Source: an optimization exercise on an open RTL-to-GDS flow (aim: small area, a short achievable clock period and few clock cycles). Production flows keep margins and buffers that such runs may drop. Power and IR drop assume default switching activity.

Setup of run 4:
==> flow/design.v (excerpt) <==
module qrl_rs_engine (
    input             clk,
    input             rst_n,        
    input             req_valid,
    input             req_write,
    input      [11:0] req_addr,
    input      [31:0] req_wdata,
    output            req_ready,
    output reg        rsp_valid,
    output reg [31:0] rsp_rdata,
    output reg        rsp_buserr
);
    localparam [7:0] OP_NOP       = 8'h00;
    localparam [7:0] OP_GF_MUL    = 8'h01;
    localparam [7:0] OP_GF_EXP    = 8'h02;
    localparam [7:0] OP_GF_LOG    = 8'h03;
    localparam [7:0] OP_ECC_COUNT = 8'h10;
    localparam [7:0] OP_RS_GEN    = 8'h11;
    localparam [7:0] OP_RS_REM    = 8'h12;
    localparam [7:0] OP_RS_ENCODE = 8'h13;
    localparam [7:0] OP_RS_SYND   = 8'h14;
    localparam [3:0] E_OK            = 4'h0;
    localparam [3:0] E_ILLEGAL_OP    = 4'h1;
    localparam [3:0] E_RESERVED_BITS = 4'h2;
    localparam [3:0] E_LOG_OF_ZERO   = 4'h3;
    localparam [3:0] E_BAD_ECC_COUNT = 4'h4;
    localparam [3:0] E_NO_GENERATOR  = 4'h5;
    localparam [3:0] E_EMPTY_MESSAGE = 4'h6;
    localparam [3:0] E_INVALID_SYM   = 4'hB;
    localparam [3:0] E_BAD_LENGTH    = 4'hC;
    localparam [3:0] E_READ_ONLY     = 4'hE;
    localparam [2:0] S_IDLE = 3'd0;
    localparam [2:0] S_REM  = 3'd1;
    localparam [2:0] S_SYN  = 3'd2;
    localparam [2:0] S_EXP  = 3'd3;
    localparam [2:0] S_LOG  = 3'd4;
    function automatic [7:0] xtime(input [7:0] a);
        xtime = a[7] ? ((a << 1) ^ 8'h1d) : (a << 1);
    endfunction
    function automatic [7:0] gf_mul(input [7:0] a, input [7:0] b);
        integer i;
        begin
            gf_mul = 8'd0;
            for (i = 7; i >= 0; i = i - 1)
                gf_mul = xtime(gf_mul) ^ (b[i] ? a : 8'd0);
        end
    endfunction
    function automatic [7:0] apow(input integer i);
        integer k;
        begin
            apow = 8'd1;
            for (k = 0; k < i; k = k + 1) apow = xtime(apow);
        end
    endfunction
    function automatic [79:0] gen_rom(input [3:0] n);
        begin
            gen_rom = 80'h0;
            gen_rom = gen_rom | ({80{n == 4'd1}} & 80'h00_00_00_00_00_00_00_00_00_01);
            gen_rom = gen_rom | ({80{n == 4'd2}} & 80'h00_00_00_00_00_00_00_00_02_03);
            gen_rom = gen_rom | ({80{n == 4'd3}} & 80'h00_00_00_00_00_00_00_08_0e_07);
  ...
Size: about 4000 cells after synthesis, ~610 flip-flops, ~0.040 mm^2 of cells after synthesis.
clock: 12.0 ns
lec_check: 0
cap_margin: 20
core_margin: 2
core_utilization: 40
slew_margin: 20
standard.sh (not shown) runs the stock make flow with config.mk's settings and CLKGATE_MAP_FILE= SYNTH_SCRIPT=/design/flow/synth_recipe.tcl, a recipe that flattens the netlist after the stock synthesis.
==> flow/flow/run.sh <==
#!/bin/bash
# Standard ORFS layout with these changes to how it is made (the SDC, clock
# period and constraints are unchanged):
#  - the port buffers are buf_4 cells instead of the default delay buffers;
#  - timing repair aims at a larger setup slack than the clock needs;
#  - larger clock-tree sink clusters (fewer clock buffer levels).
set -euo pipefail
bash standard.sh SETUP_SLACK_MARGIN=8.5 TNS_END_PERCENT=5 \
    'BUFFER_PORTS_ARGS=-buffer_cell sky130_fd_sc_hd__buf_4' \
    CTS_CLUSTER_SIZE=25 CTS_CLUSTER_DIAMETER=100 finish > make_finish.log 2>&1
diff inputs: run 4 => run 3
--- a/flow/design.v
+++ b/flow/design.v
@@ -137,40 +137,42 @@
     reg [7:0]  result;
     reg        res_syn;     
     reg        syn_ok;      
     reg [3:0]  err;
     reg        sticky;
     reg        ready_q;
     reg        bv;
     reg        b_write;
-    reg [11:0] b_addr;
+    reg [5:0]  b_word;
     reg [23:0] b_wdata;
     reg        b_hi;        
-    reg        b_big;       
-    reg        b_len_bad;   
+    reg        b_cmd, b_status, b_result, b_msglen, b_genn, b_msg, b_gen, b_ecc, b_syn;
     reg        b_nc;        
     assign req_ready = ready_q;
     wire accept = req_valid && ready_q;
+    wire        i_aligned = (req_addr[1:0] == 2'b00);
     wire [5:0]  i_word    = req_addr[7:2];
+    wire [3:0]  i_small   = req_addr[5:2];
+    wire        i_cmd     = i_aligned && req_addr == 12'h000;
+    wire        i_status  = i_aligned && req_addr == 12'h004;
+    wire        i_result  = i_aligned && req_addr == 12'h008;
+    wire        i_msglen  = i_aligned && req_addr == 12'h014;
+    wire        i_genn    = i_aligned && req_addr == 12'h024;
+    wire        i_msg     = i_aligned && req_addr[11:8] == 4'h1 && i_word < 6'd40;
+    wire        i_gen     = i_aligned && req_addr[11:6] == 6'h08 && i_small < 4'd10;
+    wire        i_ecc     = i_aligned && req_addr[11:6] == 6'h09 && i_small < 4'd10;
+    wire        i_syn     = i_aligned && req_addr[11:6] == 6'h0a && i_small < 4'd10;
+    wire        i_mapped  = i_cmd | i_status | i_result | i_msglen | i_genn |
+                            i_msg | i_gen | i_ecc | i_syn;
     wire        i_nc      = !req_write && req_addr[11:6] == 6'd0 && req_addr[4:0] == 5'b00100;
-    wire [5:0]  b_word    = b_addr[7:2];
-    wire [3:0]  b_small   = b_addr[5:2];
-    wire        b_aligned = (b_addr[1:0] == 2'b00);
-    wire        b_cmd     = b_aligned && b_addr == 12'h000;
-    wire        b_status  = b_aligned && b_addr == 12'h004;
-    wire        b_result  = b_aligned && b_addr == 12'h008;
-    wire        b_msglen  = b_aligned && b_addr == 12'h014;
-    wire        b_genn    = b_aligned && b_addr == 12'h024;
-    wire        b_msg     = b_aligned && b_addr[11:8] == 4'h1 && b_word < 6'd40;
-    wire        b_gen     = b_aligned && b_addr[11:6] == 6'h08 && b_small < 4'd10;
-    wire        b_ecc     = b_aligned && b_addr[11:6] == 6'h09 && b_small < 4'd10;
-    wire        b_syn     = b_aligned && b_addr[11:6] == 6'h0a && b_small < 4'd10;
     wire        b_mapped  = b_cmd | b_status | b_result | b_msglen | b_genn |
                             b_msg | b_gen | b_ecc | b_syn;
+    wire        b_big     = b_hi || (|b_wdata[23:8]);             
+    wire        b_len_bad = b_hi || (|b_wdata[23:6]) || (b_wdata[5:0] > 6'd40);
     wire [7:0]  op    = b_wdata[7:0];
     wire [7:0]  fld_a = b_wdata[15:8];
     wire [7:0]  fld_b = b_wdata[23:16];
     wire [8:0]  fld_i = b_wdata[16:8];
     reg         op_known;
     reg [15:0]  rsv_mask;   
     always @(*) begin
         op_known = 1'b1;
@@ -343,21 +345,28 @@
             default: state_nx = S_IDLE;
         endcase
     end
     wire bv_nx = accept || (bv && !exec);
     wire nc_nx = accept ? i_nc : b_nc;
     always @(posedge clk) begin
         if (accept) begin
             b_write  <= req_write;
-            b_addr   <= req_addr;
+            b_word   <= i_word;
             b_wdata  <= req_wdata[23:0];
             b_hi     <= |req_wdata[31:24];
-            b_big    <= |req_wdata[31:8];
-            b_len_bad <= (|req_wdata[31:6]) || (req_wdata[5:0] > 6'd40);
+            b_cmd    <= i_cmd;
+            b_status <= i_status;
+            b_result <= i_result;
+            b_msglen <= i_msglen;
+            b_genn   <= i_genn;
+            b_msg    <= i_msg;
+            b_gen    <= i_gen;
+            b_ecc    <= i_ecc;
+            b_syn    <= i_syn;
             b_nc     <= i_nc;
         end
         rsp_rdata  <= {23'd0, b_write ? 9'd0 : rd_data};
         rsp_buserr <= !b_mapped;
         if (!rst_n) begin
             ready_q   <= 1'b1;
             bv        <= 1'b0;
             rsp_valid <= 1'b0;
### Flow results
As far as die area is concerned, run 4 and run 3 perform about the same.
Re overall routed net length: run 3 is 6.4% up on run 4.
Run 3 ended up with a higher total power than run 4 did.
Proportion of cell area occupied by multi-input gates for run 3: 0.82 points down relative to run 4
Looking at via density per instance, run 3 sits about 1.5% higher than run 4 does.
The flip-flop and latch count was comparable across run 3 and run 4.
In the tables for run 3 and run 4, growth of design area from synthesis to finish reads lower with run 4.
Diff run 4 -> run 3: final clock period utilization by the worst path went down; count of non-CTS inverters in the layout went up by 16.
Function was not checked in any run of this note: the RTL went through the layout flow alone.

## afterwards: timing with drivers on the ports
No port has a modelled driver above. Below, the same layouts with a new extraction and two added sets of constraints.
Step 1: set_driving_cell puts a clkbuf_16 on clk and a buf_2 on each other input, an assumption about the parent block.
Step 2 moves the port delays by t, midway between the first and last clock arrival at a register: inputs arrive t later, outputs are due t later. That takes back most of the time a late clock gives input paths.
Three values: no drivers, after step 1, after step 2; two values: the first two.
run | t, ns | setup WS [ns] | worst register clock-pin slew, ns | worst data-port slew with drivers (ns) | pins driven straight from the clock port
run 4 | 0.721 | 8.172 / 8.172 / 7.779 | 0.11 / 0.11 | 0.11 | 1
run 3 | 0.733 | 8.239 / 8.239 / 7.564 | 0.12 / 0.12 | 0.12 | 1
After both steps every run listed still meets setup and hold. The setup slack of run 3, which loses most, moves by 0.000 ns with the drivers and by -0.675 ns with both steps.
